What follows belongs to an exercise in optimizing a design on an open flow for small area, a short achievable clock period and few clock cycles per item; a production flow would make more cautious choices.
Function was checked by simulation only, so behaviour that the tests miss may differ from the original.

## flow/design.v (module list and top-level ports; edited modules follow where they fit)
// module lpc_mul: 362 lines
// module lpc_mac: 381 lines
// module lpc_booth: 15 lines
// module lpc_excitation: 82 lines
// module lpc_synth: 162 lines
module lpc_synth (
    input  wire        clk,
    input  wire        rst,
    input  wire        in_valid,
    output wire        in_ready,
    input  wire        unvoiced,
    input  wire [7:0]  pitch,
    input  wire [9:0]  energy,
    input  wire [99:0] k,           
    output reg         out_valid,
    output wire [9:0]  out_sample
);
  // ...
==> flow/run.sh <==
#!/bin/bash
# synth_recipe.tcl (not shown) runs the flow's synth.tcl, then flattens the netlist and writes it again
# the make line also repeats each setting of config.mk as NAME=value (left out here)
make -C /OpenROAD-flow-scripts/flow DESIGN_CONFIG=/design/flow/config.mk WORK_HOME=/design/flow/orfs CLKGATE_MAP_FILE= SYNTH_SCRIPT=/design/flow/synth_recipe.tcl finish
==> flow/config.mk <==
export PLATFORM = sky130hd
export DESIGN_NAME = lpc_synth
export DESIGN_NICKNAME = lpc_synth
export VERILOG_FILES = /design/flow/design.v
export SDC_FILE = /design/flow/constraint.sdc
export NUM_CORES = 4
export LEC_CHECK = 0
export CAP_MARGIN = 20
export CORE_MARGIN = 2
export CORE_UTILIZATION = 40
export SLEW_MARGIN = 20
==> flow/constraint.sdc <==
create_clock -name core_clock -period 12.0 [get_ports {clk}]
set_input_delay 2.4000 -clock core_clock [delete_from_list [all_inputs] [get_ports {clk}]]
set_output_delay 2.4000 -clock core_clock [all_outputs]
set_load 0.01 [all_outputs]
==> notes.md, run 1 <==
status=complete, no violations; dominant combinational cell family by area after synthesis=adder cells; worst min path class=register to register; syn_nets=5335; CP required=roughly 13 ns; met2 usage=35.3%; WL per Instance=20.0 um; commonest non-fill, non-tap cell in the layout=a22oi_1; top cells by area, synth=dfxtp_1 22%, fa_1 18%, ha_1 9.9%; end point of the critical path=x[6][8]; Ports=134; residual DRC count=0; first-pass GRT wire length=182 mm; DRT iter0 DRCs=2582; clk root buf=clkbuf_16; Worst setup EP type=register; Ys Warns=12; FILL cells=about 9800; fin util=between 40% and 50%; vias per cell=5.56; Initial DRT Pass Iterations=6; tap cell count=1298; ys async rst share=0%; H-tree lvl count=2; grt met1 use=between 30% and 40%; HPWL Detailed=approximately 86 mm; CP Depth=17; Hold Slack=around 0.45 ns; GRT Total Usage=22.3%; core area=roughly 100000 sq um; pre-CTS setup slack=approximately 6.3 ns; Worst Clk Skew=approximately 0.025 ns; post-synth top area share=between 20% and 30%; register bit total from synthesis=449; via count=about 32000; die width=between 300 and 400 um
Testbench counts, summed over its fixed seeds: cycles 64,008, items 16,000.
==> run 2, diff against run 1 <==
==> flow/flow/run.sh (new file) <==
#!/bin/bash
# The standard layout (the standard.sh: ORFS synthesis to finish, then
# the final DEF), with timing repair aiming 6 ns below the clock period so
# the resizer also works on paths that already meet the 12 ns clock.
set -o pipefail
bash standard.sh SETUP_SLACK_MARGIN=6 finish > standard.log 2>&1
==> flow/standard.sh (new file) <==
#!/bin/bash
# synth_recipe.tcl (not shown) runs the flow's synth.tcl, then flattens the netlist and writes it again
# the make line also repeats each setting of config.mk as NAME=value (left out here)
make -C /OpenROAD-flow-scripts/flow DESIGN_CONFIG=/design/flow/config.mk WORK_HOME=/design/flow/orfs CLKGATE_MAP_FILE= SYNTH_SCRIPT=/design/flow/synth_recipe.tcl "${@:-finish}"
removed: flow/run.sh
==> run 2 against run 1 <==
Clock skew is essentially flat. Worst setup slack better by 0.27 ns. Flip-flop and latch count stayed put. Non-clock buffer count is the same. Die area stayed put. Count of clock-buffer cells in the layout unchanged. Utilization is essentially flat. Register-to-register slack better by 0.27 ns. Highest routed layer unchanged. First-iteration DRC count decreased by 0.77%.
==> notes.md, run 2 <==
status=complete, no violations (unchanged); Post-synth top cells=453 x a22oi_1, 449 x dfxtp_1, 414 x inv_1, 354 x fa_1, 343 x nand2_1 (unchanged); cells after synthesis=4539 (unchanged); WL per Instance=20.0 um (about the same); RePlAce Congestion=0.901 (unchanged); register bit total from synthesis=449 (unchanged); post-CTS repair timing setup buffer count=0 (unchanged); final net count=5241 (unchanged); setup TNS=0 ns (unchanged); Post-CTS Resized=0 (unchanged); Synth area leader=dfxtp_1 (unchanged); FF-to-FF path depth=16 (was 17); Rows=116 (unchanged); Syn-to-layout area delta=9.40% (was 9.39%); Final min period=5.52 ns (was 5.80 ns); number of synthesized flops with an enable pin=0 (unchanged); final hold viol count=0 (unchanged); slew margin rel.=24.9% (was 25.1%); Setup-failing EPs final=0 (unchanged); FILL cells=9761 (was 9762); H-tree lvl count=2 (unchanged); Hold-fix buffers, CTS=0 (unchanged); top cells by area, synth=dfxtp_1 22%, fa_1 18%, ha_1 9.9% (unchanged); ant diodes=0 (unchanged); Syn Area/Cell=8.91 sq um (unchanged); CTS tree=done (unchanged); vias in the first global route=31417 (unchanged); largest net degree at the start of global routing=86 (unchanged); Initial DRT Pass Iterations=7 (was 6); most frequent cells in the layout=453 x a22oi_1, 445 x dfxtp_1, 413 x inv_1 (unchanged); Layout Cells excl Fill=5784 (unchanged); crit share post-route=46.0% (was 48.3%); residual DRC count=0 (unchanged); Max Cap Violations=0 (unchanged); Ys Warns=12 (unchanged); CP required=12.53 ns (was 12.57 ns); Final WS setup=6.48 ns (was 6.20 ns); pre-CTS setup slack=6.27 ns (unchanged); Hold Crit Endpoint=u10v_r[6] (unchanged); final WL=116 mm (about the same); hold path cells=2 (unchanged); via count=32152 (was 32132); Worst Clk Skew=0.0251 ns (was 0.0253 ns); HPWL Detailed=86.5 mm (unchanged); Skew-Pair Late Insertion Delay=0.65 ns (about the same); slowest cell on the critical path=dfxtp_1 (was dfxtp_2); post-synth top area share=22.2% (unchanged); setup slack, reg-to-reg=6.48 ns (was 6.20 ns); Most flops, register=x (unchanged); die width=322 um (unchanged); Pins Over Slew Limit=0 (unchanged); Initial Util=40.4% (unchanged); post-placement cell count=5688 (unchanged); die area=104000 sq um (unchanged); CP cell instances=a22oi_1 > xnor2_1 > fa_1 > fa_1 > fa_1 > ha_1 > a21o_1 > a21oi_1 > o21ai_0 > a21oi_1 > nand2_1 > fa_1 > xnor2_1 > nor2_1 > a21oi_1 > o21ai_0 (was buf_4 > a22oi_1 > fa_1 > fa_1 > fa_1 > inv_1 > ha_1 > nand3_1 > nor2_1 > o21ai_0 > and2_1 > o21ai_0 > a21oi_1 > fa_1 > xnor2_1 > nand2_1 > a21oi_1); CP Launch Type=register (unchanged); commonest non-fill, non-tap cell in the layout=a22oi_1 (unchanged); CP max FO=16 (was 31); R2R Path End=b_r[0][8] (was x[6][8]); initial antenna violation count=1 (unchanged); Worst setup EP type=register (unchanged); first-pass GRT wire length=182 mm (unchanged); Ports=134 (unchanged); PortBufs=133 (unchanged); Clock Sink Count=449 (unchanged); TritonCTS Buffers=53 (unchanged); CP max stage delay=0.81 ns (was 0.84 ns); Largest register FFs=150 (unchanged); worst min path class=register to register (unchanged); DRT iter0 DRCs=2562 (was 2582); dominant cell by count in the synthesized netlist=a22oi_1 (unchanged); Antenna Nets Post-Route=0 (unchanged); Peak Freq=0.181 GHz (was 0.173 GHz); fin util=44.2% (about the same); vias per cell=5.56 (about the same); clock transition at the registers of the reported paths=0.06 ns (about the same); Overflow after GRT=0 (unchanged); layout cells sized above 1=4.12% (unchanged); kind of critical path=register to register (unchanged); Storage cell area=9000 sq um (about the same); main flop type after synthesis=dfxtp_1 (unchanged); arrival time worst endpoint=6.05 ns (was 6.37 ns); post-synthesis sequential area ratio=22.2% (unchanged); largest registers=x: 150 flops, p_r: 80 flops (unchanged); Distinct cells, synth=75 (unchanged); core area=100000 sq um (unchanged); area of the multi-input gates=28800 sq um (unchanged); Synth Cell Area=40500 sq um (unchanged); worst r2r src=kd[4][6] (was sel3[0]); RSZ-0062 raised after global routing=false (unchanged); ys async rst share=0% (unchanged); clk root buf=clkbuf_16 (unchanged); GRT Total Usage=22.3% (unchanged); crit-path most repeated cell=fa_1 (unchanged); Die Span Y=322 um (unchanged); Longest Clk Path Bufs=3 (unchanged); Hold Startpoint=u10v_r[6] (unchanged); worst slew pin tran=1.13 ns (was 1.12 ns); syn_nets=5335 (unchanged)
## run 2: final cells by class
| cell class | instances | area share, % |
|---|---|---|
| Clock inverter | 29 | 0.820 |
| Sequential cell | 449 | 20.3 |
| Tap cell | 1298 | 3.67 |
| Multi-Input combinational cell | 3370 | 65.0 |
| Clock buffer | 67 | 3.25 |
| Inverter | 416 | 3.53 |
| Timing Repair Buffer | 155 | 3.38 |
## run 2: worst max path at each step
stage | start | to | depth (start not counted)
after global placement | in_valid | u_exc.lfsr[11] | 7
final | kd[4][6] | b_r[0][8] | 16
after detailed placement | in_valid | u_exc.lfsr[0] | 7
after floorplan | kd[4][14] | b_r[0][7] | 16
after global routing | p_r[4][1] | b_r[0][11] | 18
after CTS | sel3[0] | x[6][8] | 17
## run 2: metal layers
layer	part of all wire, %	up-vias	track usage [%]
met3	6.9	164	3.98
met2	45	1033	35.3
met5	0.014	-	0
met4	2.8	2	6.55
li1	-	15348	-
met1	45	15605	30.9
## run 2: metrics by stage
step	instance area, sq um	hold WS, ns
global route	44300	0.472
global placement	42400	0.442
detailed placement	42400	0.447
finish	44300	0.455
CTS	44200	0.456
floorplan	40500	0.436
## run 2: critical path, delay by kind of cell (launching register included)
family | cells | cell delay (ns)
compound gates | 7 | 1.29
flops | 1 | 0.81
xor+xnor | 2 | 0.70
simple gates | 2 | 0.23
fa+ha+maj | 5 | 2.35
## run 2: kinds of logic (layout without fill, tap and decap cells)
family | Yosys count | after routing | synth area share, %
mux | 127 | 127 | 3.28
fa+ha+maj | 674 | 674 | 27.4
flops | 449 | 449 | 22.2
compound gates | 1139 | 1139 | 18.9
simple gates | 895 | 895 | 9.79
buf+inv | 720 | 667 | 6.76
xor+xnor | 535 | 535 | 11.6
==> module lpc_synth, before the edit <==
module lpc_synth (
    input  wire        clk,
    input  wire        rst,
    input  wire        in_valid,
    output wire        in_ready,
    input  wire        unvoiced,
    input  wire [7:0]  pitch,
    input  wire [9:0]  energy,
    input  wire [99:0] k,           
    output reg         out_valid,
    output wire [9:0]  out_sample
);
    localparam [1:0] S_IDLE = 2'd0,    
                     S_C1   = 2'd1,
                     S_C2   = 2'd2,
                     S_C3   = 2'd3;
    reg [1:0]  st;
    reg [1:0]  st_next;
    reg [14:0] kd  [0:4];           
    reg [14:0] b_r [0:4];           
    reg [15:0] p_r [0:4];           
    reg [18:0] base_r;              
    reg [13:0] u10v_r;              
    reg [9:0]  prev_energy;
    reg [14:0] x   [0:9];
    reg [14:0] xn  [0:9];           
    reg [4:0]  sel3, sel4;
    wire accept = in_valid && (st == S_C3);
    assign in_ready = (st == S_C3);
    always @(*) begin
        case (st)
            S_IDLE:  st_next = in_valid ? S_C1 : S_IDLE;
            S_C1:    st_next = S_C2;
            S_C2:    st_next = S_C3;
            default: st_next = S_IDLE;
        endcase
        if (rst)
            st_next = S_IDLE;
    end
    wire [7:0] exc;
    wire [7:0] chirp_next;
    wire       noise_neg;
    lpc_excitation u_exc (
        .clk        (clk),
        .rst        (rst),
        .step       (accept),
        .unvoiced   (unvoiced),
        .pitch      (pitch),
        .exc        (exc),
        .chirp_next (chirp_next),
        .noise_neg  (noise_neg)
    );
    wire [13:0] e8  = {{1{prev_energy[9]}}, prev_energy, 3'd0};
    wire [13:0] u10 = unvoiced ? (noise_neg ? -e8 : e8) : u10v_r;
    wire [15:0] m [0:4];
    genvar g;
    generate
        for (g = 0; g < 5; g = g + 1) begin : g_mul
            wire [14:0] c = (g < 4 ? {15{sel3[g]}} & x[g+5] : 15'd0)
                          | ({15{sel4[g]}}  & x[g]);
            lpc_mac u_mac (
                .d (kd[g]),
                .b (b_r[g]),
                .c (c),
                .p (m[g])
            );
        end
    endgenerate
    wire [18:0] base = base_r;
    wire [18:0] np [0:4];
    wire [18:0] cs_s [0:4];
    wire [18:0] cs_c [0:4];
    wire [19:0] sfx_w [0:4];
    wire [18:0] sfx [0:4];
    generate
        for (g = 0; g < 5; g = g + 1) begin : g_np
            assign np[g] = ~{{3{p_r[g][15]}}, p_r[g]};
        end
    endgenerate
    assign cs_s[4] = base;
    assign cs_c[4] = np[4];
    generate
        for (g = 3; g >= 0; g = g - 1) begin : g_cs
            wire [18:0] cy = (cs_s[g+1] & cs_c[g+1]) | (cs_s[g+1] & np[g]) | (cs_c[g+1] & np[g]);
            assign cs_s[g] = cs_s[g+1] ^ cs_c[g+1] ^ np[g];
            assign cs_c[g] = {cy[17:0], 1'b1};
        end
        for (g = 0; g < 5; g = g + 1) begin : g_sfx
            assign sfx_w[g] = {cs_s[g], 1'b1} + {cs_c[g], 1'b1};
            assign sfx[g] = sfx_w[g][19:1];
        end
    endgenerate
    wire signed [18:0] u0 = base_r;
    reg [11:0] clamped;
    always @(*) begin
        if (u0 > 19'sd2047)
            clamped = 12'h7FF;
        else if (u0 < -19'sd2048)
            clamped = 12'h800;
        else
            clamped = u0[11:0];
    end
    assign out_sample = clamped[11:2];
    wire [14:0] kd_hi [0:4];
    wire [14:0] kd_lo [0:4];
    wire [14:0] kd_en;
    lpc_booth u_en (.a (energy), .d (kd_en));
    generate
        for (g = 0; g < 5; g = g + 1) begin : g_enc
            lpc_booth u_hi (.a (k[(g+5)*10 +: 10]), .d (kd_hi[g]));
            lpc_booth u_lo (.a (k[g*10 +: 10]),     .d (kd_lo[g]));
        end
    endgenerate
    integer i;
    always @(*) begin
        for (i = 0; i <= 9; i = i + 1)
            xn[i] = x[i];
        if (accept)
            for (i = 0; i < 4; i = i + 1)
                xn[i+6] = m[i][14:0];
        if (out_valid) begin
            xn[0] = b_r[0];
            for (i = 0; i < 5; i = i + 1)
                xn[i+1] = m[i][14:0];
        end
        if (rst)
            for (i = 0; i <= 9; i = i + 1)
                xn[i] = 15'd0;
    end
    always @(posedge clk) begin
        base_r <= (st == S_C1) ? {{5{u10[13]}}, u10} : sfx[0];
        for (i = 0; i < 5; i = i + 1) begin
            if (i == 4 && st == S_C2)
                kd[i] <= kd_en;
            else
                kd[i] <= (st == S_IDLE || st == S_C2) ? kd_hi[i] : kd_lo[i];
            p_r[i] <= m[i];
            case (st)
                S_IDLE:  b_r[i] <= (i == 0 && out_valid) ? m[4][14:0] : x[i+5];
                S_C1:    b_r[i] <= x[i];
                S_C2:    b_r[i] <= (i == 4) ? {chirp_next[7], chirp_next, 6'd0} : sfx[i][14:0];
                default: b_r[i] <= sfx[i][14:0];
            endcase
        end
        for (i = 0; i <= 9; i = i + 1)
            x[i] <= xn[i];
        st    <= st_next;
        sel3  <= {5{st_next == S_C3}};
        sel4  <= {5{st == S_C3 && in_valid}};
        if (rst) begin
            out_valid   <= 1'b0;
            prev_energy <= 10'd0;
            u10v_r      <= 14'd0;
        end else begin
            out_valid <= accept;
            if (accept) begin
                prev_energy <= energy;
                u10v_r      <= m[4][13:0];
            end
        end
    end
endmodule
==> run 3, diff against run 2 <==
--- a/flow/design.v
+++ b/flow/design.v
@@ -866,5 +866,6 @@
     reg [14:0] xn  [0:9];           
     reg [4:0]  sel3, sel4;
-    wire accept = in_valid && (st == S_C3);
+    reg        hi_ok, lo_ok;
+    wire accept = (st == S_C3);
     assign in_ready = (st == S_C3);
     always @(*) begin
@@ -892,5 +893,6 @@
     );
     wire [13:0] e8  = {{1{prev_energy[9]}}, prev_energy, 3'd0};
-    wire [13:0] u10 = unvoiced ? (noise_neg ? -e8 : e8) : u10v_r;
+    wire [13:0] u10 = !hi_ok   ? 14'd0 :
+                      unvoiced ? (noise_neg ? -e8 : e8) : u10v_r;
     wire [15:0] m [0:4];
     genvar g;
@@ -942,12 +944,11 @@
     end
     assign out_sample = clamped[11:2];
-    wire [14:0] kd_hi [0:4];
-    wire [14:0] kd_lo [0:4];
-    wire [14:0] kd_en;
-    lpc_booth u_en (.a (energy), .d (kd_en));
+    wire [14:0] kd_next [0:4];
     generate
         for (g = 0; g < 5; g = g + 1) begin : g_enc
-            lpc_booth u_hi (.a (k[(g+5)*10 +: 10]), .d (kd_hi[g]));
-            lpc_booth u_lo (.a (k[g*10 +: 10]),     .d (kd_lo[g]));
+            wire [9:0] ks = (g == 4 && st == S_C2)          ? energy :
+                            (st == S_IDLE || st == S_C2)    ? k[(g+5)*10 +: 10] :
+                                                              k[g*10 +: 10];
+            lpc_booth u_enc (.a (ks), .d (kd_next[g]));
         end
     endgenerate
@@ -964,19 +965,14 @@
                 xn[i+1] = m[i][14:0];
         end
-        if (rst)
-            for (i = 0; i <= 9; i = i + 1)
-                xn[i] = 15'd0;
     end
     always @(posedge clk) begin
         base_r <= (st == S_C1) ? {{5{u10[13]}}, u10} : sfx[0];
         for (i = 0; i < 5; i = i + 1) begin
-            if (i == 4 && st == S_C2)
-                kd[i] <= kd_en;
-            else
-                kd[i] <= (st == S_IDLE || st == S_C2) ? kd_hi[i] : kd_lo[i];
+            kd[i]  <= kd_next[i];
             p_r[i] <= m[i];
             case (st)
-                S_IDLE:  b_r[i] <= (i == 0 && out_valid) ? m[4][14:0] : x[i+5];
-                S_C1:    b_r[i] <= x[i];
+                S_IDLE:  b_r[i] <= (i == 0 && out_valid) ? m[4][14:0] :
+                                   (i == 0 ? lo_ok : hi_ok) ? x[i+5] : 15'd0;
+                S_C1:    b_r[i] <= lo_ok ? x[i] : 15'd0;
                 S_C2:    b_r[i] <= (i == 4) ? {chirp_next[7], chirp_next, 6'd0} : sfx[i][14:0];
                 default: b_r[i] <= sfx[i][14:0];
@@ -986,11 +982,15 @@
             x[i] <= xn[i];
         st    <= st_next;
-        sel3  <= {5{st_next == S_C3}};
-        sel4  <= {5{st == S_C3 && in_valid}};
+        sel3  <= {{4{st_next == S_C3}} & {hi_ok, hi_ok, hi_ok, lo_ok}};
+        sel4  <= {5{st == S_C3 && lo_ok}};
         if (rst) begin
             out_valid   <= 1'b0;
-            prev_energy <= 10'd0;
-            u10v_r      <= 14'd0;
+            hi_ok       <= 1'b0;
+            lo_ok       <= 1'b0;
         end else begin
+            if (accept)
+                hi_ok <= 1'b1;
+            if (out_valid)
+                lo_ok <= 1'b1;
             out_valid <= accept;
             if (accept) begin
==> flow/flow/run.sh (replaced) <==
#!/bin/bash
# The standard layout (the standard.sh: ORFS synthesis to finish, then
# the final DEF), with timing repair aiming 7.5 ns below the clock period so
# the resizer also works on paths that already meet the 12 ns clock.
set -o pipefail
bash standard.sh SETUP_SLACK_MARGIN=7.5 finish > standard.log 2>&1
==> run 3 against run 2 <==
Worst setup slack improved by 0.60 ns. Critical path type unchanged. Hold slack worse by 0.0011 ns. Count of clock-buffer cells in the layout decreased by 3. Still clean on timing, DRC and antenna. Synthesized area decreased by 4.4%. Utilization up 5.3 points. Critical endpoint is now base_r[17]. Global-route usage is 0.97 points higher.
==> notes.md, run 3 <==
status=complete, no violations (unchanged); Setup-failing EPs final=0 (unchanged); CP Launch Type=register (unchanged); Longest Clk Path Bufs=3 (unchanged); Overflow after GRT=0 (unchanged); Initial DRT Pass Iterations=6 (was 7); Clock Sink Count=452 (was 449); slew margin rel.=33.7% (was 24.9%); CP max stage delay=0.63 ns (was 0.81 ns); final net count=4802 (was 5241); clock transition at the registers of the reported paths=0.06 ns (about the same); ys async rst share=0% (unchanged); Peak Freq=0.203 GHz (was 0.181 GHz); Hold Startpoint=u_exc.lfsr[9] (was u10v_r[6]); largest net degree at the start of global routing=52 (was 86); die area=99100 sq um (was 104000 sq um); die width=315 um (was 322 um); Layout Cells excl Fill=5349 (was 5784); kind of critical path=register to register (unchanged); Rows=114 (was 116); RePlAce Congestion=0.928 (was 0.901); post-synthesis sequential area ratio=27.9% (was 22.2%); core area=96300 sq um (was 100000 sq um); crit share post-route=41.1% (was 46.0%); CP required=12.52 ns (was 12.53 ns); HPWL Detailed=83.5 mm (was 86.5 mm); Worst setup EP type=register (unchanged); worst min path class=register to register (unchanged); ant diodes=0 (unchanged); Max Cap Violations=0 (unchanged); H-tree lvl count=2 (unchanged); dominant cell by count in the synthesized netlist=a22oi_1 (unchanged); clk root buf=clkbuf_16 (unchanged); worst setup path start=p_r[4][1] (was kd[4][6]); first-pass GRT wire length=179 mm (was 182 mm); DRT iter0 DRCs=2770 (was 2562); Post-synth top cells=454 x a22oi_1, 425 x inv_1, 354 x fa_1, 302 x xnor2_1, 296 x ha_1 (was 453 x a22oi_1, 449 x dfxtp_1, 414 x inv_1, 354 x fa_1, 343 x nand2_1); cells after synthesis=3842 (was 4539); arrival time worst endpoint=5.45 ns (was 6.05 ns); Worst Clk Skew=0.0307 ns (was 0.0251 ns); Ys Warns=12 (unchanged); TritonCTS Buffers=51 (was 53); WL per Instance=22.0 um (was 20.0 um); Pins Over Slew Limit=0 (unchanged); vias per cell=5.60 (was 5.56); post-synth top area share=18.3% (was 22.2%); largest registers=x: 150 flops, p_r: 80 flops (unchanged); syn_nets=4614 (was 5335); PortBufs=133 (unchanged); most frequent cells in the layout=403 x inv_1, 353 x a22oi_1, 323 x fa_1 (was 453 x a22oi_1, 445 x dfxtp_1, 413 x inv_1); Most flops, register=x (unchanged); Distinct cells, synth=72 (was 75); register bit total from synthesis=452 (was 449); Synth area leader=fa_1 (was dfxtp_1); CP cell instances=inv_2 > fa_2 > fa_2 > fa_2 > fa_1 > inv_2 > ha_4 > inv_2 > fa_2 > a21o_1 > a21o_1 > a21oi_2 > o21ai_2 > a31o_4 > a2111o_1 > a31oi_1 > xor2_1 > o21ai_1 (was a22oi_1 > xnor2_1 > fa_1 > fa_1 > fa_1 > ha_1 > a21o_1 > a21oi_1 > o21ai_0 > a21oi_1 > nand2_1 > fa_1 > xnor2_1 > nor2_1 > a21oi_1 > o21ai_0); Largest register FFs=150 (unchanged); worst slew pin tran=0.994 ns (was 1.13 ns); number of synthesized flops with an enable pin=174 (was 0); setup TNS=0 ns (unchanged); layout cells sized above 1=23.1% (was 4.12%); Synth Cell Area=38700 sq um (was 40500 sq um); Die Span Y=315 um (was 322 um); top cells by area, synth=fa_1 18%, dfxtp_1 14%, edfxtp_1 14% (was dfxtp_1 22%, fa_1 18%, ha_1 9.9%); GRT Total Usage=23.2% (was 22.3%); CP bufs+invs=3 (was 0); Antenna Nets Post-Route=0 (unchanged); post-placement cell count=5022 (was 5688); final WL=117 mm (was 116 mm); initial antenna violation count=2 (was 1); Syn-to-layout area delta=23.2% (was 9.40%); commonest non-fill, non-tap cell in the layout=inv_1 (was a22oi_1); Final min period=4.93 ns (was 5.52 ns); Hold-fix buffers, CTS=0 (unchanged); CP top delay family=adder cells (unchanged); Initial Util=40.1% (was 40.4%); residual DRC count=0 (unchanged); worst r2r src=p_r[4][1] (was kd[4][6]); slowest cell on the critical path=fa_2 (was dfxtp_1); crit-path most repeated cell=fa_2 (was fa_1); CP max FO=3 (was 16); Syn Area/Cell=10.1 sq um (was 8.91 sq um); final hold viol count=0 (unchanged); Ports=134 (unchanged); CTS tree=done (unchanged); main flop type after synthesis=dfxtp_1 (unchanged); RSZ-0062 raised after global routing=true (was false); vias in the first global route=29677 (was 31417); via count=29970 (was 32152); Skew-Pair Late Insertion Delay=0.65 ns (about the same)
[run 3: cell count changes after synthesis, sizes merged, moves of 27 or more]
cell	delta
nand3	-35
a21oi	-146
o21ai	-47
clkbuf	-30
dfxtp	-171
mux2i	-41
buf	-27
nor2	-130
nand2	-200
edfxtp	+174
[run 3: layout make-up]
class / instances / area (sq um)
clock buffer: 64 / 1410
clock inverter: 32 / 297
timing repair buffer: 382 / 3530
multi-input combinational: 2718 / 27900
sequential: 452 / 11300
fill: 8657 / 48700
tap: 1276 / 1600
inverter: 425 / 1600
[run 3: stage by stage]
stage	hold slack (ns)	area (sq um)	utilization (%)	setup WS, ns
floorplan	0.403	39000	-	7.31
global placement	0.434	40900	42.5	6.30
detailed placement	0.441	40900	42.5	6.30
CTS	0.456	45600	47.3	7.10
global route	0.465	47600	49.4	6.98
finish	0.454	47600	49.4	7.07
[run 3: kinds of logic (layout without fill, tap and decap cells)]
kind of cell	count (synthesis)	in the layout	synth area share (%)
multiplexers	67	67	1.81
buffers and inverters	672	903	6.54
AO/OA/AOI/OAI	957	957	17.6
XOR/XNOR	529	529	12.0
AND/OR/NAND/NOR	515	515	6.21
flip-flops	452	452	27.9
adder cells (fa/ha/maj)	650	650	27.9
[run 3: what timing repair did]
item	in CTS	in global routing
cloned	2	0
endpoints found under the setup margin	264	179
pin swaps	137	198
gates resized for setup	526	276
setup buffers	142	87
[run 3: worst register-to-register path, cell delays in order, from the launching register on]
cell      delay, ns
dfxtp_2        0.32
inv_2          0.05
fa_2           0.45
fa_2           0.63
fa_2           0.50
fa_1           0.50
inv_2          0.08
ha_4           0.12
inv_2          0.03
fa_2           0.34
a21o_1         0.19
a21o_1         0.18
a21oi_2        0.19
o21ai_2        0.11
a31o_4         0.25
a2111o_1       0.37
a31oi_1        0.24
xor2_1         0.18
o21ai_1        0.07
[run 3: metal layers]
metal	share of wire [%]	global-route usage [%]
met4	3.3	6.75
met3	7.7	3.98
met2	46	37.3
met1	43	32.1
met5	0	0
[run 3: worst paths after layout]
| check | to | slack (ns) | cells after the start |
|---|---|---|---|
| max reg2reg | base_r[17] | 7.07 | 18 |
| min reg2reg | u_exc.lfsr[9] | 0.45 | 1 |
| min | u_exc.lfsr[9] | 0.45 | 1 |
| max | base_r[17] | 7.07 | 18 |
Testbench counts of run 3, summed over its fixed seeds: cycles 64,008, items 16,000.
==> run 4, diff against run 3 <==
==> flow/flow/run.sh (replaced) <==
#!/bin/bash
# The standard layout (the standard.sh: ORFS synthesis to finish, then
# the final DEF), with timing repair aiming 9 ns below the clock period so
# the resizer also works on paths that already meet the 12 ns clock.
set -o pipefail
bash standard.sh SETUP_SLACK_MARGIN=9 finish > standard.log 2>&1
==> run 4 against run 3 <==
Still clean on timing, DRC and antenna. Global-route usage rose by 1.4 points. Flip-flop and latch count stayed put. Via count up 4.7%. Largest cell class unchanged. Clock skew grew 0.024 ns.
==> notes.md, run 4 <==
core area=96300 sq um (unchanged); kind of critical path=register to register (unchanged); Synth Cell Area=38700 sq um (unchanged); crit share post-route=41.4% (was 41.1%); final hold viol count=0 (unchanged); HPWL Detailed=82.7 mm (was 83.5 mm); Die Span Y=315 um (unchanged); Rows=114 (unchanged); commonest non-fill, non-tap cell in the layout=inv_1 (unchanged); Antenna Nets Post-Route=0 (unchanged); Overflow after GRT=0 (unchanged); GRT Total Usage=24.6% (was 23.2%); Layout Cells excl Fill=5587 (was 5349); TritonCTS Buffers=52 (was 51); Pins Over Slew Limit=0 (unchanged); Initial DRT Pass Iterations=7 (was 6); layout cells sized above 1=35.8% (was 23.1%); register bit total from synthesis=452 (unchanged); Storage cell area=11300 sq um (about the same); vias per cell=5.62 (was 5.60); clock transition at the registers of the reported paths=0.06 ns (about the same); RSZ-0062 raised after global routing=true (unchanged); dominant cell by count in the synthesized netlist=a22oi_1 (unchanged); Worst setup EP type=register (unchanged); Setup-failing EPs final=0 (unchanged); Syn-to-layout area delta=36.9% (was 23.2%); worst slew pin tran=1.29 ns (was 0.994 ns); Initial Util=40.1% (unchanged); top cells by area, synth=fa_1 18%, dfxtp_1 14%, edfxtp_1 14% (unchanged); Post-synth top cells=454 x a22oi_1, 425 x inv_1, 354 x fa_1, 302 x xnor2_1, 296 x ha_1 (unchanged); arrival time worst endpoint=5.53 ns (was 5.45 ns); syn_nets=4614 (unchanged); Most flops, register=x (unchanged); final WL=125 mm (was 117 mm); final net count=5038 (was 4802); area of the multi-input gates=30500 sq um (was 27900 sq um); die width=315 um (unchanged); initial antenna violation count=2 (unchanged); Distinct cells, synth=72 (unchanged); Syn Area/Cell=10.1 sq um (unchanged); residual DRC count=0 (unchanged); Synth area leader=fa_1 (unchanged); H-tree lvl count=2 (unchanged); DRT iter0 DRCs=2796 (was 2770); status=complete, no violations (unchanged); largest registers=x: 150 flops, p_r: 80 flops (unchanged); main flop type after synthesis=dfxtp_1 (unchanged); post-synthesis sequential area ratio=27.9% (unchanged); first-pass GRT wire length=190 mm (was 179 mm); WL per Instance=22.3 um (was 22.0 um); CP Launch Type=register (unchanged); Max Cap Violations=0 (unchanged); Clock Sink Count=452 (unchanged); Worst Clk Skew=0.0551 ns (was 0.0307 ns); post-synth top area share=18.3% (unchanged); FILL cells=8174 (was 8657); largest net degree at the start of global routing=55 (was 52); cells after synthesis=3842 (unchanged); via count=31386 (was 29970); PortBufs=133 (unchanged); ys async rst share=0% (unchanged); Ys Warns=12 (unchanged); Hold-fix buffers, CTS=0 (unchanged); Skew-Pair Late Insertion Delay=0.66 ns (was 0.65 ns); die area=99100 sq um (unchanged); clk root buf=clkbuf_16 (unchanged); worst min path class=register to register (unchanged); CTS tree=done (unchanged); setup TNS=0 ns (unchanged); FF-to-FF path depth=23 (was 18); CP max FO=2 (was 3); number of synthesized flops with an enable pin=174 (unchanged); Longest Clk Path Bufs=3 (unchanged); hold path cells=1 (unchanged); most frequent cells in the layout=381 x inv_1, 319 x a22oi_1, 306 x fa_1 (was 403 x inv_1, 353 x a22oi_1, 323 x fa_1); RePlAce Congestion=0.879 (was 0.928); CP required=12.56 ns (was 12.52 ns); Ports=134 (unchanged); Largest register FFs=150 (unchanged); post-placement cell count=5020 (was 5022); Final min period=4.97 ns (was 4.93 ns); slew margin rel.=14.0% (was 33.7%); Peak Freq=0.201 GHz (was 0.203 GHz); vias in the first global route=31965 (was 29677)
run 4: cell counts after synthesis:
No cell type changed its count.
run 4: final timing paths:
path	startpoint	to	slack [ns]
worst max-delay path	p_r[3][1]	b_r[0][7]	7.03
worst min-delay path	u_exc.lfsr[10]	u_exc.lfsr[10]	0.47
worst max register to register	p_r[3][1]	b_r[0][7]	7.03
worst min register to register	u_exc.lfsr[10]	u_exc.lfsr[10]	0.47
run 4: timing repair:
item	4_1_cts	5_1_grt
pin swaps	307	274
setup endpoints to repair	402	353
gates cloned	12	1
setup buffers	328	127
resized for setup	842	344
run 4: critical path, cell delays in order (launching register included):
cell,delay (ns)
dfxtp_2,0.33
inv_2,0.04
fa_2,0.63
fa_2,0.49
fa_2,0.60
fa_2,0.44
inv_2,0.07
ha_4,0.13
inv_2,0.03
fa_2,0.34
a21o_1,0.18
a21o_1,0.18
a21oi_2,0.18
buf_4,0.14
buf_6,0.08
buf_6,0.08
buf_6,0.09
buf_6,0.08
buf_6,0.08
buf_6,0.09
o21bai_4,0.05
xor2_1,0.17
inv_2,0.10
o31ai_2,0.25
run 4: layer usage:
layer / vias up / global-route usage [%] / wire [um] / part of all wire [%]
li1: 14188 / - / - / -
met1: 15845 / 33.9 / 53200 / 43
met2: 1139 / 40.5 / 59700 / 48
met3: 214 / 3.22 / 8070 / 6.5
met4: 0 / 7.22 / 3770 / 3.0
met5: - / 0 / 0 / 0
run 4: cell type report:
class | instances | share of cell area, %
Timing Repair Buffer | 613 | 11.3
Clock buffer | 65 | 2.75
Inverter | 425 | 3.04
Tap cell | 1276 | 3.02
Clock inverter | 33 | 0.861
Multi-Input combinational cell | 2722 | 57.6
Antenna cell | 1 | 0.00473
Sequential cell | 452 | 21.4
run 4: kinds of logic after synthesis:
group | Yosys count | synth area share, %
multiplexers | 67 | 1.81
AND/OR/NAND/NOR | 515 | 6.21
AO/OA/AOI/OAI | 957 | 17.6
XOR/XNOR | 529 | 12.0
adder cells (fa/ha/maj) | 650 | 27.9
buffers and inverters | 672 | 6.54
flip-flops | 452 | 27.9
run 4: per-stage QoR:
stage | hold slack [ns] | util [%] | cell area [sq um] | setup WS (ns)
after floorplan | 0.403 | - | 41300 | 7.33
after global placement | 0.446 | 44.0 | 42300 | 6.51
after detailed placement | 0.452 | 44.0 | 42300 | 6.44
after CTS | 0.467 | 52.3 | 50300 | 7.14
after global routing | 0.487 | 54.9 | 52900 | 6.99
final | 0.467 | 54.9 | 52900 | 7.03
==> run 5, diff against run 4 <==
--- a/flow/design.v
+++ b/flow/design.v
@@ -920,12 +920,28 @@
         end
     endgenerate
-    assign cs_s[4] = base;
-    assign cs_c[4] = np[4];
+    wire [18:0] sA = base ^ np[4] ^ np[3];
+    wire [18:0] mA = (base & np[4]) | (base & np[3]) | (np[4] & np[3]);
+    wire [18:0] cA = {mA[17:0], 1'b1};
+    wire [18:0] sB = np[2] ^ np[1] ^ np[0];
+    wire [18:0] mB = (np[2] & np[1]) | (np[2] & np[0]) | (np[1] & np[0]);
+    wire [18:0] cB = {mB[17:0], 1'b1};
+    wire [18:0] sT = sA ^ cA ^ np[2];
+    wire [18:0] mT = (sA & cA) | (sA & np[2]) | (cA & np[2]);
+    wire [18:0] cT = {mT[17:0], 1'b1};
+    wire [18:0] sU = sT ^ cT ^ np[1];
+    wire [18:0] mU = (sT & cT) | (sT & np[1]) | (cT & np[1]);
+    wire [18:0] cU = {mU[17:0], 1'b1};
+    wire [18:0] sV = sA ^ cA ^ sB;
+    wire [18:0] mV = (sA & cA) | (sA & sB) | (cA & sB);
+    wire [18:0] cV = {mV[17:0], 1'b1};
+    wire [18:0] sW = sV ^ cV ^ cB;
+    wire [18:0] mW = (sV & cV) | (sV & cB) | (cV & cB);
+    wire [18:0] cW = {mW[17:0], 1'b1};
+    assign cs_s[4] = base; assign cs_c[4] = np[4];
+    assign cs_s[3] = sA;   assign cs_c[3] = cA;
+    assign cs_s[2] = sT;   assign cs_c[2] = cT;
+    assign cs_s[1] = sU;   assign cs_c[1] = cU;
+    assign cs_s[0] = sW;   assign cs_c[0] = cW;
     generate
-        for (g = 3; g >= 0; g = g - 1) begin : g_cs
-            wire [18:0] cy = (cs_s[g+1] & cs_c[g+1]) | (cs_s[g+1] & np[g]) | (cs_c[g+1] & np[g]);
-            assign cs_s[g] = cs_s[g+1] ^ cs_c[g+1] ^ np[g];
-            assign cs_c[g] = {cy[17:0], 1'b1};
-        end
         for (g = 0; g < 5; g = g + 1) begin : g_sfx
             assign sfx_w[g] = {cs_s[g], 1'b1} + {cs_c[g], 1'b1};
==> flow/flow/run.sh (replaced) <==
#!/bin/bash
# The standard layout (the standard.sh: ORFS synthesis to finish, then
# the final DEF), with timing repair aiming 7.5 ns below the clock period so
# the resizer also works on paths that already meet the 12 ns clock.
set -o pipefail
bash standard.sh SETUP_SLACK_MARGIN=7.5 finish > standard.log 2>&1
==> run 5 against run 4 <==
Die area grew 1.2%. Synthesized area grew 1.3%. Hold slack lost 0.014 ns. First-iteration DRC count shrank 16%. Flip-flop and latch count is the same. Via count shrank 4.7%. Synthesized cell count grew 0.99%. Critical endpoint is now b_r[0][8].
==> notes.md, run 5 <==
status=complete, no violations (unchanged); vias per cell=5.54 (was 5.62); commonest non-fill, non-tap cell in the layout=inv_1 (unchanged); Most flops, register=x (unchanged); Final min period=4.93 ns (was 4.97 ns); final net count=4875 (was 5038); via count=29918 (was 31386); Final WS setup=7.07 ns (was 7.03 ns); number of synthesized flops with an enable pin=174 (unchanged); H-tree lvl count=2 (unchanged); WL per Instance=21.0 um (was 22.3 um); GRT Total Usage=22.3% (was 24.6%); Max Cap Violations=0 (unchanged); post-placement cell count=5061 (was 5020); core area=96900 sq um (was 96300 sq um); Hold-fix buffers, CTS=0 (unchanged); crit-path most repeated cell=fa_1 (was buf_6); post-synthesis sequential area ratio=27.6% (was 27.9%); TritonCTS Buffers=53 (was 52); clock transition at the registers of the reported paths=0.06 ns (about the same); main flop type after synthesis=dfxtp_1 (unchanged); setup TNS=0 ns (unchanged); final hold viol count=0 (unchanged); hold path cells=1 (unchanged); CP bufs+invs=2 (was 11); Post-synth top cells=467 x inv_1, 450 x a22oi_1, 379 x fa_1, 305 x xnor2_1, 292 x ha_1 (was 454 x a22oi_1, 425 x inv_1, 354 x fa_1, 302 x xnor2_1, 296 x ha_1); Largest register FFs=150 (unchanged); CP Launch Type=register (unchanged); Worst setup EP type=register (unchanged); Skew-Pair Late Insertion Delay=0.68 ns (was 0.66 ns); FF-to-FF path depth=20 (was 23); dominant cell by count in the synthesized netlist=inv_1 (was a22oi_1); Ports=134 (unchanged); crit share post-route=41.1% (was 41.4%); Initial Util=40.4% (was 40.1%); layout cells sized above 1=21.7% (was 35.8%); syn_nets=4673 (was 4614); Longest Clk Path Bufs=3 (unchanged); Synth Cell Area=39100 sq um (was 38700 sq um); Synth area leader=fa_1 (unchanged); slowest cell on the critical path=fa_1 (was fa_2); residual DRC count=0 (unchanged); register bit total from synthesis=452 (unchanged); worst slew pin tran=1.11 ns (was 1.29 ns); most frequent cells in the layout=441 x inv_1, 385 x a22oi_1, 352 x fa_1 (was 381 x inv_1, 319 x a22oi_1, 306 x fa_1); die width=317 um (was 315 um); FILL cells=8657 (was 8174); Pins Over Slew Limit=0 (unchanged); RePlAce Congestion=0.848 (was 0.879); Clock Sink Count=452 (unchanged); Distinct cells, synth=71 (was 72); first-pass GRT wire length=174 mm (was 190 mm); Initial DRT Pass Iterations=6 (was 7); Antenna Nets Post-Route=0 (unchanged); CP max stage delay=0.54 ns (was 0.63 ns); clk root buf=clkbuf_16 (unchanged); CP cell instances=a22oi_2 > xnor2_2 > fa_1 > inv_2 > fa_1 > fa_1 > inv_2 > ha_4 > a21o_1 > a21o_1 > nand3_1 > nand2_1 > a211o_1 > a21oi_2 > o21ba_4 > o21bai_4 > fa_2 > xor2_4 > a22o_1 > a221o_1 (was inv_2 > fa_2 > fa_2 > fa_2 > fa_2 > inv_2 > ha_4 > inv_2 > fa_2 > a21o_1 > a21o_1 > a21oi_2 > buf_4 > buf_6 > buf_6 > buf_6 > buf_6 > buf_6 > buf_6 > o21bai_4 > xor2_1 > inv_2 > o31ai_2); fin util=49.9% (was 54.9%); post-synth top area share=19.4% (was 18.3%); Syn Area/Cell=10.1 sq um (about the same); CP Depth=20 (was 23); arrival time worst endpoint=5.49 ns (was 5.53 ns); vias in the first global route=29812 (was 31965); PortBufs=133 (unchanged); ys async rst share=0% (unchanged); Setup-failing EPs final=0 (unchanged); Placed Instance Area=41500 sq um (was 42300 sq um); slew margin rel.=25.7% (was 14.0%); largest registers=x: 150 flops, p_r: 80 flops (unchanged); initial antenna violation count=4 (was 2); CP required=12.55 ns (was 12.56 ns); top cells by area, synth=fa_1 19%, dfxtp_1 14%, edfxtp_1 13% (was fa_1 18%, dfxtp_1 14%, edfxtp_1 14%); Peak Freq=0.203 GHz (was 0.201 GHz); CP top delay family=adder cells (unchanged); kind of critical path=register to register (unchanged); Syn-to-layout area delta=23.6% (was 36.9%); final instance area=48400 sq um (was 52900 sq um); Rows=114 (unchanged); Worst Clk Skew=0.0705 ns (was 0.0551 ns); Ys Warns=12 (unchanged); DRT iter0 DRCs=2348 (was 2796); RSZ-0062 raised after global routing=true (unchanged); cells after synthesis=3880 (was 3842); Hold Slack=0.453 ns (was 0.467 ns); CP max FO=4 (was 2); Overflow after GRT=0 (unchanged); worst min path class=register to register (unchanged); die area=100000 sq um (was 99100 sq um); pre-CTS setup slack=6.30 ns (was 6.44 ns); CTS tree=done (unchanged); largest net degree at the start of global routing=62 (was 55); Die Span Y=317 um (was 315 um); HPWL Detailed=79.9 mm (was 82.7 mm); Layout Cells excl Fill=5405 (was 5587); final WL=113 mm (was 125 mm)
## run 5: worst paths after layout
path	start	endpoint	slack, ns
hold reg to reg	u_exc.lfsr[4]	u_exc.lfsr[4]	0.45
hold / removal	u_exc.lfsr[4]	u_exc.lfsr[4]	0.45
setup reg to reg	b_r[4][9]	b_r[0][8]	7.07
setup / recovery	b_r[4][9]	b_r[0][8]	7.07
## run 5: kinds of logic (layout without fill, tap and decap cells)
kind of cell,count (synthesis),count (layout),share of synthesized area [%]
buffers and inverters,716,962,6.91
muxes,61,61,1.63
AOI/OAI and AO/OA,963,964,17.4
other,0,2,0
DFF,452,452,27.6
xor gates and xnor gates,539,539,12.1
and+or+nand+nor,478,478,5.74
adders and majority gates,671,671,28.7
## run 5: layout make-up
class | count | area [sq um] | share of cell area, %
multi-input cells | 2713 | 28100 | 58.0
diodes | 2 | 5.00 | 0.0103
inverters | 469 | 1780 | 3.68
clock buffers | 72 | 1550 | 3.21
repair buffers | 393 | 3870 | 8.00
flip-flops and latches | 452 | 11100 | 23.0
clock inverters | 28 | 368 | 0.761
well taps | 1276 | 1600 | 3.30
## run 5: layer usage
layer  wire (um)  vias to the layer above  part of all wire, %  track usage, %
met4        2450                        2                  2.2            4.83
met2       53300                     1021                   47            36.3
met3        7760                      136                  6.8            2.99
met5          13                        -                0.011               0
met1       49900                    14987                   44            31.7
li1            -                    13772                    -               -
## run 5: what timing repair did
action                     in CTS  in global routing
buffers inserted              127                104
gates cloned                   10                  1
pin swaps                     150                190
setup endpoints to repair     247                195
gates resized for setup       481                222
Testbench counts of run 5, summed over its fixed seeds: cycles 64,008, items 16,000.
==> run 6, diff against run 5 <==
==> flow/flow/run.sh (replaced) <==
#!/bin/bash
# The standard layout (the standard.sh: ORFS synthesis to finish, then
# the final DEF), with timing repair aiming 7 ns below the clock period so
# the resizer also works on paths that already meet the 12 ns clock.
set -o pipefail
bash standard.sh SETUP_SLACK_MARGIN=7 finish > standard.log 2>&1
==> run 6 against run 5 <==
Via count is 4.6% lower. Die area stayed put. Critical path depth stayed put. Global-route usage is 1.2 points lower. Synthesized cell count stayed put. Non-clock buffer count is 208 lower. Flip-flop and latch count stayed put. Maximum frequency is 2.0% lower. Utilization is 4.2 points lower. Still clean.
==> notes.md, run 6 <==
status=complete, no violations (unchanged); Worst setup EP type=register (unchanged); register bit total from synthesis=452 (unchanged); Skew-Pair Late Insertion Delay=0.64 ns (was 0.68 ns); CTS tree=done (unchanged); RSZ-0062 raised after global routing=true (unchanged); RePlAce Congestion=0.870 (was 0.848); GRT Total Usage=21.1% (was 22.3%); main flop type after synthesis=dfxtp_1 (unchanged); TritonCTS Buffers=50 (was 53); Distinct cells, synth=71 (unchanged); Clock Sink Count=452 (unchanged); Final min period=5.04 ns (was 4.93 ns); top cells by area, synth=fa_1 19%, dfxtp_1 14%, edfxtp_1 13% (unchanged); Synth area leader=fa_1 (unchanged); Max Cap Violations=0 (unchanged); vias in the first global route=28062 (was 29812); H-tree lvl count=2 (unchanged); CP required=12.52 ns (was 12.55 ns); Initial Util=40.4% (unchanged); Pins Over Slew Limit=0 (unchanged); CP Launch Type=register (unchanged); Worst Clk Skew=0.0468 ns (was 0.0705 ns); arrival time worst endpoint=5.56 ns (was 5.49 ns); Syn Area/Cell=10.1 sq um (unchanged); Syn-to-layout area delta=13.2% (was 23.6%); Rows=114 (unchanged); Synth Cell Area=39100 sq um (unchanged); worst r2r src=b_r[4][4] (was b_r[4][9]); commonest non-fill, non-tap cell in the layout=inv_1 (unchanged); via count=28552 (was 29918); residual DRC count=0 (unchanged); worst min path class=register to register (unchanged); Peak Freq=0.199 GHz (was 0.203 GHz); post-synthesis sequential area ratio=27.6% (unchanged); final hold viol count=0 (unchanged); Initial DRT Pass Iterations=6 (unchanged); post-synth top area share=19.4% (unchanged); die width=317 um (unchanged); final net count=4663 (was 4875); layout cells sized above 1=10.4% (was 21.7%); Ys Warns=12 (unchanged); initial antenna violation count=2 (was 4); setup TNS=0 ns (unchanged); first-pass GRT wire length=165 mm (was 174 mm); kind of critical path=register to register (unchanged); clk root buf=clkbuf_16 (unchanged); Overflow after GRT=0 (unchanged); Most flops, register=x (unchanged); final WL=106 mm (was 113 mm); Hold Startpoint=u_exc.lfsr[11] (was u_exc.lfsr[4]); clock transition at the registers of the reported paths=0.06 ns (about the same); Die Span Y=317 um (unchanged); dominant cell by count in the synthesized netlist=inv_1 (unchanged); HPWL Detailed=79.7 mm (was 79.9 mm); crit share post-route=42.0% (was 41.1%); largest net degree at the start of global routing=72 (was 62); vias per cell=5.50 (was 5.54); die area=100000 sq um (unchanged); syn_nets=4673 (unchanged); ys async rst share=0% (unchanged); worst slew pin tran=1.17 ns (was 1.11 ns); Antenna Nets Post-Route=0 (unchanged); Setup-failing EPs final=0 (unchanged); slew margin rel.=21.7% (was 25.7%); cells after synthesis=3880 (unchanged); core area=96900 sq um (unchanged); largest registers=x: 150 flops, p_r: 80 flops (unchanged); Post-synth top cells=467 x inv_1, 450 x a22oi_1, 379 x fa_1, 305 x xnor2_1, 292 x ha_1 (unchanged); most frequent cells in the layout=464 x inv_1, 425 x a22oi_1, 375 x fa_1 (was 441 x inv_1, 385 x a22oi_1, 352 x fa_1); Largest register FFs=150 (unchanged); Longest Clk Path Bufs=3 (unchanged); CP max FO=5 (was 4); PortBufs=133 (unchanged); WL per Instance=20.4 um (was 21.0 um); DRT iter0 DRCs=2257 (was 2348); Ports=134 (unchanged); worst setup path start=b_r[4][4] (was b_r[4][9]); number of synthesized flops with an enable pin=174 (unchanged)
## run 6: layout make-up
| cell class | instances | area (sq um) |
|---|---|---|
| fillers | 9093 | 52600 |
| multi-input cells | 2712 | 26300 |
| flip-flops and latches | 452 | 11100 |
| repair buffers | 185 | 1840 |
| inverters | 469 | 1760 |
| well taps | 1276 | 1600 |
| clock buffers | 65 | 1430 |
| clock inverters | 29 | 324 |
| diodes | 2 | 5.00 |
## run 6: repair_timing
item	CTS	global route
setup buffers	11	25
setup endpoints to repair	165	116
cloned	3	0
resized for setup	148	145
pin swaps	3	24
hold buffers	0	0
## run 6: path summary, 6_finish.rpt
path / endpoint / slack, ns / depth (start not counted)
hold reg to reg: u_exc.lfsr[11] / 0.46 / 1
setup / recovery: b_r[0][8] / 6.96 / 20
setup reg to reg: b_r[0][8] / 6.96 / 20
hold / removal: u_exc.lfsr[11] / 0.46 / 1
## run 6: stage by stage
step	instance area, sq um	hold WS [ns]	instances	utilization (%)	setup slack, ns
2_1_floorplan	39300	0.403	3880	-	6.99
3_3_place_gp	41300	0.438	5055	42.6	6.17
3_5_place_dp	41300	0.445	5055	42.6	6.12
4_1_cts	43500	0.457	5163	45.0	6.95
5_1_grt	44300	0.462	5188	45.7	6.75
6_report	44300	0.456	5190	45.7	6.96
## run 6: worst max-delay path, stage by stage, from the launching register on
cell and delay, ns:
dfxtp_4 0.37, buf_4 0.15, a22oi_1 0.17, xnor2_1 0.10
ha_1 0.34, fa_1 0.55, inv_1 0.06, fa_1 0.51
inv_1 0.04, ha_1 0.28, nor2b_1 0.15, o21ai_2 0.24
nand3_2 0.12, a211o_1 0.35, a21oi_2 0.18, o21ba_4 0.17
o21bai_1 0.08, fa_2 0.39, xor2_4 0.18, a22o_1 0.24
a221o_1 0.28
## run 6: cell families after synthesis
kind of cell	synth area share (%)
AOI/OAI and AO/OA	17.4
buffers and inverters	6.91
adders and majority gates	28.7
xor gates and xnor gates	12.1
and+or+nand+nor	5.74
DFF	27.6
muxes	1.63
## run 6: per-layer routing
metal	vias to the layer above	GRT usage, %	wire [um]	part of all wire [%]
met3	94	2.39	6040	5.7
li1	13340	-	-	-
met5	-	0	13	0.012
met1	14278	30.7	48700	46
met2	838	34.3	49700	47
met4	2	3.64	1650	1.6

==> separate check: timing with driven ports <==
No port has a modelled driver above. Below, the same layouts with a new extraction and two added sets of constraints. Step 1: set_driving_cell puts a clkbuf_16 on clk and a buf_2 on each other input, an assumption about the parent block. Step 2, shift: input delay + t, output delay - t, t = (earliest + latest rising clock arrival at the registers) / 2. This alone moves slack from input paths to output paths. a / b / c = ideal ports / drivers / drivers and shift; a / b = the first two.
run | t (ns) | slack for setup (ns) | hold WS [ns]
run 1 | 0.707 | 6.204 / 6.204 / 6.204 | 0.453 / 0.453 / 0.453
run 2 | 0.707 | 6.475 / 6.475 / 6.233 | 0.455 / 0.455 / 0.455
run 3 | 0.702 | 7.071 / 7.071 / 6.862 | 0.454 / 0.454 / 0.454
run 4 | 0.703 | 7.032 / 7.032 / 7.032 | 0.467 / 0.467 / 0.467
run 5 | 0.713 | 7.066 / 7.066 / 6.925 | 0.453 / 0.453 / 0.453
run 6 | 0.675 | 6.964 / 6.964 / 6.474 | 0.456 / 0.456 / 0.456
After both steps every run listed still meets setup and hold. For run 6, which loses most, drivers alone change the setup slack by 0.000 ns; drivers and shift together by -0.490 ns.
